This design comes from an exercise in tuning for small area and a short achievable clock period on the open sky130 flow, not from production work. Function was checked by simulation only, so behaviour that the tests miss may differ from the original. No activity file was given, so power comes from the tool's default toggle rates.

==> flow/design.v, too long to show whole: its modules and the start of the top module <==
// module mdu4: 2775 lines
module mdu4 (
    input  wire        clk,
    input  wire        rst,
    input  wire        in_valid,
    input  wire        in_op,         
    input  wire [31:0] in_a,
    input  wire [31:0] in_b,
    input  wire [4:0]  in_tag,
    input  wire [3:0]  in_rob,
    input  wire [31:0] in_pc,
    output reg         out_valid,
    output reg  [31:0] out_value,
    output reg  [4:0]  out_tag,
    output reg  [3:0]  out_rob,
    output reg         fault,
    output reg  [31:0] fault_pc
);
  // ...
==> flow/flow/run.sh <==
#!/bin/bash
set -euo pipefail
MARGIN=62
{
  sed -n 1p synth_recipe.tcl
  cat <<EOT
proc abc {args} {
  set i [lsearch -exact \$args -script]
  if {\$i >= 0} { lset args [expr {\$i + 1}] $PWD/flow/abc_delay.script }
  yosys abc {*}\$args
}
EOT
  tail -n +2 synth_recipe.tcl
} > my_synth.tcl
KNOBS=(SYNTH_SCRIPT=$PWD/my_synth.tcl ADDER_MAP_FILE=
       "BUFFER_PORTS_ARGS=-buffer_cell sky130_fd_sc_hd__buf_1"
       SETUP_SLACK_MARGIN=$MARGIN)
bash standard.sh "${KNOBS[@]}" synth > synth.log 2>&1
bash standard.sh "${KNOBS[@]}" finish > layout.log 2>&1
==> flow/flow/abc_delay.script <==
strash
dch
map -D 15000
topo
stime -c
buffer -c
upsize -c -D 15000
dnsize -c -D 15000
==> flow/standard.sh <==
#!/bin/bash
# synth_recipe.tcl (not shown) runs the flow's synth.tcl, then flattens the netlist and writes it again
# the make line also repeats each setting of config.mk as NAME=value (left out here)
make -C /OpenROAD-flow-scripts/flow DESIGN_CONFIG=/design/flow/config.mk WORK_HOME=/design/flow/orfs CLKGATE_MAP_FILE= SYNTH_SCRIPT=/design/flow/synth_recipe.tcl "${@:-finish}"
==> flow/config.mk <==
export PLATFORM = sky130hd
export DESIGN_NAME = mdu4
export DESIGN_NICKNAME = mdu4
export VERILOG_FILES = /design/flow/design.v
export SDC_FILE = /design/flow/constraint.sdc
export NUM_CORES = 4
export LEC_CHECK = 0
export ABC_AREA = 1
export CAP_MARGIN = 20
export CORE_MARGIN = 2
export CORE_UTILIZATION = 60
export SLEW_MARGIN = 20
==> flow/constraint.sdc <==
create_clock -name core_clock -period 80.0 [get_ports {clk}]
set_input_delay 16.0000 -clock core_clock [delete_from_list [all_inputs] [get_ports {clk}]]
set_output_delay 16.0000 -clock core_clock [all_outputs]
set_load 0.01 [all_outputs]
==> results by group, run 1 <==
Run status
  – Run status: finished clean

Route
  – DRC errors left: 0
  – Routed wl met2: 64,300 um
  – Vias: 45,800

Pwr
  – Worst VDD drop: 0.0252 mV
  – Flop pwr share: 0.150
  – Switching Fraction: 0.541
  – Top power group: combinational cells

Logic synthesis
  – Mapped Area: 38,600 um^2
  – Register bit total from synthesis: 432
  – Top-count cell post-synth: nor2_1
  – Synth cell count leaders: 1,700 x nor2_1, 1,308 x nand2_1, 958 x inv_1
  – Largest family of logic cells by synthesized area: simple AND/OR/NAND/NOR gates

Timing
  – Setup violators final: 0
  – Count of final max-slew check failures: 0
  – RSZ-0062 raised after global routing: no

Worst setup path
  – Critical path peak fanout: 24
  – Critical Path Most Common Cell: nor2_2
  – Crit path largest cell delay: 770 ps
  – CP bufs+invs: 34
  – Reg-to-Reg Start: y3[17]$_DFF_P_
  – Critical Path Stages: 131

Clock tree
  – Clk latency of the worst-skew pair: 650 ps
  – Cts hold-fix bufs: 0
  – Reg clk slew, reported paths: 60 ps

Global route
  – GRT Util Overall: 0.384

Cells and area
  – Layout Utilization: 0.730
  – Most frequent cells in the layout: 1,565 x nor2_1, 1,262 x nand2_1, 913 x inv_1
  – Multi-input gate area: 27,400 um^2
  – Clkbuf count: 62

Die
  – Ports: 184
  – Full die area: 66,400 um^2

Worst hold path
  – Worst hold stages: 0
==> run 2, diff against run 1 <==
--- a/flow/design.v
+++ b/flow/design.v
@@ -30,3 +30,5 @@
     wire [31:0] a_in  = (op1 & a1[31]) ? (~a1 + 32'd1) : a1;
-    wire [31:0] y_in  = op1 ? (b1[31] ? (b1 - 32'd1) : ~b1) : b1;
+    wire [31:0] y_in  = op1 & ~b1[31] ? ~b1 : b1;
+    wire        ci_in = op1 & ~b1[31];
+    reg         ci2, ci3, ci4;       
     wire        sn_in = a1[31] ^ b1[31];
@@ -37,3 +39,3 @@
     wire [0:0] g0 = x0 & y_in[0:0];
-    wire [1:0] G0_0 = {g0, op1};
+    wire [1:0] G0_0 = {g0, ci_in};
     wire [1:0] P0_0 = {p0, 1'b0};
@@ -52,3 +54,3 @@
     wire [1:0] g1 = x1 & y_in[1:0];
-    wire [2:0] G1_0 = {g1, op1};
+    wire [2:0] G1_0 = {g1, ci_in};
     wire [2:0] P1_0 = {p1, 1'b0};
@@ -69,3 +71,3 @@
     wire [2:0] g2 = x2 & y_in[2:0];
-    wire [3:0] G2_0 = {g2, op1};
+    wire [3:0] G2_0 = {g2, ci_in};
     wire [3:0] P2_0 = {p2, 1'b0};
@@ -90,3 +92,3 @@
     wire [3:0] g3 = x3 & y_in[3:0];
-    wire [4:0] G3_0 = {g3, op1};
+    wire [4:0] G3_0 = {g3, ci_in};
     wire [4:0] P3_0 = {p3, 1'b0};
@@ -113,3 +115,3 @@
     wire [4:0] g4 = x4 & y_in[4:0];
-    wire [5:0] G4_0 = {g4, op1};
+    wire [5:0] G4_0 = {g4, ci_in};
     wire [5:0] P4_0 = {p4, 1'b0};
@@ -140,3 +142,3 @@
     wire [5:0] g5 = x5 & y_in[5:0];
-    wire [6:0] G5_0 = {g5, op1};
+    wire [6:0] G5_0 = {g5, ci_in};
     wire [6:0] P5_0 = {p5, 1'b0};
@@ -171,3 +173,3 @@
     wire [6:0] g6 = x6 & y_in[6:0];
-    wire [7:0] G6_0 = {g6, op1};
+    wire [7:0] G6_0 = {g6, ci_in};
     wire [7:0] P6_0 = {p6, 1'b0};
@@ -208,3 +210,3 @@
     wire [7:0] g7 = x7 & y_in[7:0];
-    wire [8:0] G7_0 = {g7, op1};
+    wire [8:0] G7_0 = {g7, ci_in};
     wire [8:0] P7_0 = {p7, 1'b0};
@@ -247,3 +249,3 @@
     wire [8:0] g8 = x8 & y_in[8:0];
-    wire [9:0] G8_0 = {g8, op1};
+    wire [9:0] G8_0 = {g8, ci_in};
     wire [9:0] P8_0 = {p8, 1'b0};
@@ -290,3 +292,3 @@
     wire [9:0] g9 = x9 & y2[9:0];
-    wire [10:0] G9_0 = {g9, op2};
+    wire [10:0] G9_0 = {g9, ci2};
     wire [10:0] P9_0 = {p9, 1'b0};
@@ -337,3 +339,3 @@
     wire [10:0] g10 = x10 & y2[10:0];
-    wire [11:0] G10_0 = {g10, op2};
+    wire [11:0] G10_0 = {g10, ci2};
     wire [11:0] P10_0 = {p10, 1'b0};
@@ -390,3 +392,3 @@
     wire [11:0] g11 = x11 & y2[11:0];
-    wire [12:0] G11_0 = {g11, op2};
+    wire [12:0] G11_0 = {g11, ci2};
     wire [12:0] P11_0 = {p11, 1'b0};
@@ -447,3 +449,3 @@
     wire [12:0] g12 = x12 & y2[12:0];
-    wire [13:0] G12_0 = {g12, op2};
+    wire [13:0] G12_0 = {g12, ci2};
     wire [13:0] P12_0 = {p12, 1'b0};
@@ -510,3 +512,3 @@
     wire [13:0] g13 = x13 & y2[13:0];
-    wire [14:0] G13_0 = {g13, op2};
+    wire [14:0] G13_0 = {g13, ci2};
     wire [14:0] P13_0 = {p13, 1'b0};
@@ -579,3 +581,3 @@
     wire [14:0] g14 = x14 & y2[14:0];
-    wire [15:0] G14_0 = {g14, op2};
+    wire [15:0] G14_0 = {g14, ci2};
     wire [15:0] P14_0 = {p14, 1'b0};
@@ -656,3 +658,3 @@
     wire [15:0] g15 = x15 & y2[15:0];
-    wire [16:0] G15_0 = {g15, op2};
+    wire [16:0] G15_0 = {g15, ci2};
     wire [16:0] P15_0 = {p15, 1'b0};
@@ -735,3 +737,3 @@
     wire [16:0] g16 = x16 & y2[16:0];
-    wire [17:0] G16_0 = {g16, op2};
+    wire [17:0] G16_0 = {g16, ci2};
     wire [17:0] P16_0 = {p16, 1'b0};
@@ -818,3 +820,3 @@
     wire [17:0] g17 = x17 & y3[17:0];
-    wire [18:0] G17_0 = {g17, op3};
+    wire [18:0] G17_0 = {g17, ci3};
     wire [18:0] P17_0 = {p17, 1'b0};
@@ -905,3 +907,3 @@
     wire [18:0] g18 = x18 & y3[18:0];
-    wire [19:0] G18_0 = {g18, op3};
+    wire [19:0] G18_0 = {g18, ci3};
     wire [19:0] P18_0 = {p18, 1'b0};
@@ -998,3 +1000,3 @@
     wire [19:0] g19 = x19 & y3[19:0];
-    wire [20:0] G19_0 = {g19, op3};
+    wire [20:0] G19_0 = {g19, ci3};
     wire [20:0] P19_0 = {p19, 1'b0};
@@ -1095,3 +1097,3 @@
     wire [20:0] g20 = x20 & y3[20:0];
-    wire [21:0] G20_0 = {g20, op3};
+    wire [21:0] G20_0 = {g20, ci3};
     wire [21:0] P20_0 = {p20, 1'b0};
@@ -1198,3 +1200,3 @@
     wire [21:0] g21 = x21 & y3[21:0];
-    wire [22:0] G21_0 = {g21, op3};
+    wire [22:0] G21_0 = {g21, ci3};
     wire [22:0] P21_0 = {p21, 1'b0};
@@ -1307,3 +1309,3 @@
     wire [22:0] g22 = x22 & y3[22:0];
-    wire [23:0] G22_0 = {g22, op3};
+    wire [23:0] G22_0 = {g22, ci3};
     wire [23:0] P22_0 = {p22, 1'b0};
@@ -1424,3 +1426,3 @@
     wire [23:0] g23 = x23 & y3[23:0];
-    wire [24:0] G23_0 = {g23, op3};
+    wire [24:0] G23_0 = {g23, ci3};
     wire [24:0] P23_0 = {p23, 1'b0};
@@ -1545,3 +1547,3 @@
     wire [24:0] g24 = x24 & y3[24:0];
-    wire [25:0] G24_0 = {g24, op3};
+    wire [25:0] G24_0 = {g24, ci3};
     wire [25:0] P24_0 = {p24, 1'b0};
@@ -1672,3 +1674,3 @@
     wire [25:0] g25 = x25 & y4[25:0];
-    wire [26:0] G25_0 = {g25, op4};
+    wire [26:0] G25_0 = {g25, ci4};
     wire [26:0] P25_0 = {p25, 1'b0};
@@ -1805,3 +1807,3 @@
     wire [26:0] g26 = x26 & y4[26:0];
-    wire [27:0] G26_0 = {g26, op4};
+    wire [27:0] G26_0 = {g26, ci4};
     wire [27:0] P26_0 = {p26, 1'b0};
@@ -1946,3 +1948,3 @@
     wire [27:0] g27 = x27 & y4[27:0];
-    wire [28:0] G27_0 = {g27, op4};
+    wire [28:0] G27_0 = {g27, ci4};
     wire [28:0] P27_0 = {p27, 1'b0};
@@ -2093,3 +2095,3 @@
     wire [28:0] g28 = x28 & y4[28:0];
-    wire [29:0] G28_0 = {g28, op4};
+    wire [29:0] G28_0 = {g28, ci4};
     wire [29:0] P28_0 = {p28, 1'b0};
@@ -2248,3 +2250,3 @@
     wire [29:0] g29 = x29 & y4[29:0];
-    wire [30:0] G29_0 = {g29, op4};
+    wire [30:0] G29_0 = {g29, ci4};
     wire [30:0] P29_0 = {p29, 1'b0};
@@ -2411,3 +2413,3 @@
     wire [30:0] g30 = x30 & y4[30:0];
-    wire [31:0] G30_0 = {g30, op4};
+    wire [31:0] G30_0 = {g30, ci4};
     wire [31:0] P30_0 = {p30, 1'b0};
@@ -2584,3 +2586,3 @@
     wire [31:0] g31 = x31 & y4[31:0];
-    wire [32:0] G31_0 = {g31, op4};
+    wire [32:0] G31_0 = {g31, ci4};
     wire [32:0] P31_0 = {p31, 1'b0};
@@ -2764,2 +2766,3 @@
         op1 <= in_op;  a1 <= in_a;  b1 <= in_b;  tr1 <= {in_tag, in_rob};
+        ci2 <= ci_in;  ci3 <= ci2;  ci4 <= ci3;
         op2 <= op1;  y2 <= y_in;  ab2 <= q8;  sn2 <= sn_in;  r2 <= o8;  tr2 <= tr1;
--- a/flow/config.mk
+++ b/flow/config.mk
@@ -11,2 +11,3 @@
 export CORE_UTILIZATION = 60
+export CTS_BUF_LIST = sky130_fd_sc_hd__clkbuf_8
 export SLEW_MARGIN = 20
==> run 2 against run 1 <==
Against the previous run:
- still clean on timing, DRC and antenna
- register-to-register slack worse by 290 ps
- utilization rose by 0.71 points
- cell area down 0.29%
- clock power decreased by 8%
- maximum frequency decreased by 1.6%
- routed wire length about the same
- via count decreased by 0.54%
- synthesized cell count is 0.94% lower
- clock skew down 2.9 ps
- largest cell class unchanged
- highest routed layer is now met5
==> results by group, run 2 <==
Run status
  – Run status: finished clean

Global route
  – GRT Util Overall: 0.392 (+0.00841)
  – Initial antenna violation count: 9
  – Pin count of the biggest net entering global routing: 37
  – Total grt overflow: 0
  – Vias in the first global route: 39,300
  – First-pass GRT wire length: 207,000 um

Route
  – Drt initial violations: 4,507
  – Met1 Wirelength: 54,000 um
  – Routed wl met2: 62,900 um (-2.2%)
  – Vias: 45,600 (-0.54%)
  – Max Used Layer: met5
  – DRC errors left: 0 (unchanged)
  – Via density: 5.67
  – Total wire length: 143,000 um
  – Antenna viol nets, final: 0
  – Met3 wire len: 15,600 um
  – Pre-antenna DRT Iters: 9
  – Avg WL per Cell: 17.8 um

Logic synthesis
  – Synth cell count leaders: 1,628 x nor2_1, 1,323 x nand2_1, 929 x inv_1
  – Primary FF master, synth: dfxtp_1
  – Multiplexer area fraction after synthesis: 0.000261
  – Post-synth ARST share: 0
  – Warnings from Yosys: 1
  – Top-count cell post-synth: nor2_1
  – Number of synthesized flops with an enable pin: 32
  – Mapped Area: 38,400 um^2 (-0.59%)
  – Register bit total from synthesis: 435 (+0.69%)
  – Synth area leaders: dfxtp_1 21%, nor2_1 16%, nand2_1 13%
  – Post-Synth Simple-Gate Area: 0.352
  – Post-synthesis sequential area ratio: 0.235
  – Complex-gate fraction of the synthesized area: 0.176
  – Yosys cell types: 74
  – Syn nets: 6,830
  – XOR/XNOR Fraction of Synth Area: 0.117
  – Synth top area share: 0.210
  – Largest family of logic cells by synthesized area: simple AND/OR/NAND/NOR gates
  – Largest area contributor in the netlist: dfxtp_1
  – Syn_area_per_cell: 5.71 um^2
  – Syn Inst Count: 6,721
  – Synthesized-area fraction occupied by adder cells: 0.00104

Timing
  – Clock Skews: 57.4 ps
  – Relative slew slack: 0.332
  – Count of final max-slew check failures: 0 (unchanged)
  – Fmax: 56.0 MHz
  – Crit path time final: 17,860 ps
  – Worst-Margin Slew: 998 ps
  – Setup violators final: 0 (unchanged)
  – Period utilization: 0.223
  – Fin. Hold Viols: 0
  – RSZ-0062 raised after global routing: yes
  – Setup TNS: 0 ps

Placement
  – RePlAce Congestion: 1.06
  – Area after DPL: 39,600 um^2
  – DP HPWL: 102,000 um
  – I/O Buffers: 183

Worst setup path
  – Critical Path RT: 80,560 ps
  – Critical Path Most Common Cell: nand2_1
  – Crit path largest cell delay: 410 ps (-360 ps)
  – Critical path peak fanout: 27 (+13%)
  – Slowest stage cell, crit path: nor4_1
  – Crit Path Category: register to register
  – Crit path DAT: 18,410 ps
  – Critical Path Sink Type: register
  – CP Launch Type: register

Die
  – Site Rows: 92
  – Full die area: 66,000 um^2 (-0.58%)
  – Core box area: 63,200 um^2
  – Initial Util: 0.608
  – Ports: 184 (unchanged)
  – Die Width: 257 um
  – Die extent in y: 257 um

Cells and area
  – Fraction of layout cells with a size suffix above 1: 0.143
  – Final standard cell area without fillers: 46,600 um^2
  – Most frequent cells in the layout: 1,509 x nor2_1, 1,291 x nand2_1, 914 x inv_1
  – Nets: 7,242
  – Most common cell after layout, fill and taps aside: nor2_1
  – P&R area growth vs syn: 21.4%
  – Fill cell count: 5,401

Clock tree
  – Reg clk slew, reported paths: 60 ps (about the same)
  – CTS Buf Count: 74
  – H-tree depth: 3
  – CTS tree: done
  – Clk latency of the worst-skew pair: 710 ps (+60 ps)
  – CTS sink count: 435
  – CTS root buffer: clkbuf_8
  – Clock Path Buffers: 3

Pwr
  – P per Cell Area: 41.3 nW/um^2
  – Worst VDD drop: 0.0256 mV (+2.0%)
  – Leak: 0.0227 uW

Job
  – MaxCap Viol Count: 0

Worst hold path
  – Worst hold path type: register to register
[run 2: cell types whose count changed after synthesis, moves of 25 or more]
cell      change
o21ai_0      -26
nand3_1      +48
nor2_1       -72
nor3_1       -27
buf_4        -30
inv_1        -29
clkbuf_1     +25
[run 2: logic make-up after synthesis]
group                      after synthesis
buffers and inverters                 1163
adders and majority gates                4
DFF                                    435
muxes                                    1
xor gates and xnor gates               513
AOI/OAI and AO/OA                     1215
and+or+nand+nor                       3390
[run 2: per-layer routing]
metal / GRT usage / up-vias
li1: - / 22100
met1: 0.482 / 20400
met2: 0.646 / 2398
met3: 0.0754 / 686
met4: 0.217 / 4
met5: 0 / -
[run 2: repair_timing]
action | in CTS | in global routing
hold buffers | 0 | 0
setup buffers | 51 | 198
pin swaps | 23 | 129
endpoints found under the setup margin | 88 | 86
cloned | 13 | 18
resized for setup | 220 | 630
[run 2: power breakdown]
part	switching, uW	internal [uW]	leakage (uW)
clock	98.2	110	0.000870
combinational	926	500	0.0181
sequential	34.4	254	0.00374
total	1060	864	0.0227
[run 2: cell type report]
| type | count | area, um^2 | area share |
|---|---|---|---|
| clock buffers | 86 | 1180 | 0.0254 |
| repair buffers | 476 | 3470 | 0.0744 |
| clock inverters | 45 | 357 | 0.00765 |
| diodes | 3 | 7.51 | 0.000161 |
| inverters | 1002 | 4080 | 0.0874 |
| repair inverters | 17 | 125 | 0.00268 |
| flip-flops and latches | 435 | 9130 | 0.196 |
| multi-input cells | 5127 | 27200 | 0.584 |
| well taps | 846 | 1060 | 0.0227 |
[run 2: stage by stage]
stage	utilization	hold slack, ps	std cells	power (uW)	setup slack [ps]
4_1_cts	0.674	315	7818	1740	62000
5_1_grt	0.737	319	8037	2090	61300
3_3_place_gp	0.627	310	7623	1480	57170
3_5_place_dp	0.627	312	7623	1480	57120
6_report	0.737	311	8037	1920	62140
2_1_floorplan	-	310	6721	1230	63580
[run 2: path summary, 6_finish.rpt]
check | from | cells past startpoint | slack (ps) | to
max | ci4$_DFF_P_ | 129 | 62140 | out_value[28]$_DFF_P_
max reg2reg | ci4$_DFF_P_ | 129 | 62140 | out_value[28]$_DFF_P_
min reg2reg | sn3$_DFF_P_ | 0 | 310 | sn4$_DFF_P_
min | sn3$_DFF_P_ | 0 | 310 | sn4$_DFF_P_
[run 2: critical path: cells and delay by family, from the launching register on]
family	cells	cell delay [ps]
buffers and inverters	36	4220
DFF	1	390
and+or+nand+nor	57	6410
adders and majority gates	1	350
AOI/OAI and AO/OA	35	6270

-- afterwards: timing with drivers on the ports --
The results above use ideal ports. As a check the final layouts listed here were re-extracted and re-timed, cells and wires unchanged.
Step 1 assumes that a clkbuf_16 drives the clock port and a buf_2 every other input.
Step 2 also shifts input and output timing later by t, the mid clock arrival at the registers, as if the neighbouring blocks saw the same clock.
Slacks: no drivers / after step 1 / after step 2; pairs: no drivers / after step 1.
run	t, ns	setup WS [ns]	hold WS [ns]
run 1	0.686	62.432 / 62.432 / 62.432	0.310 / 0.310 / 0.310
run 2	0.748	62.143 / 62.143 / 62.143	0.311 / 0.311 / 0.311
After both steps setup and hold are still met in every run listed.
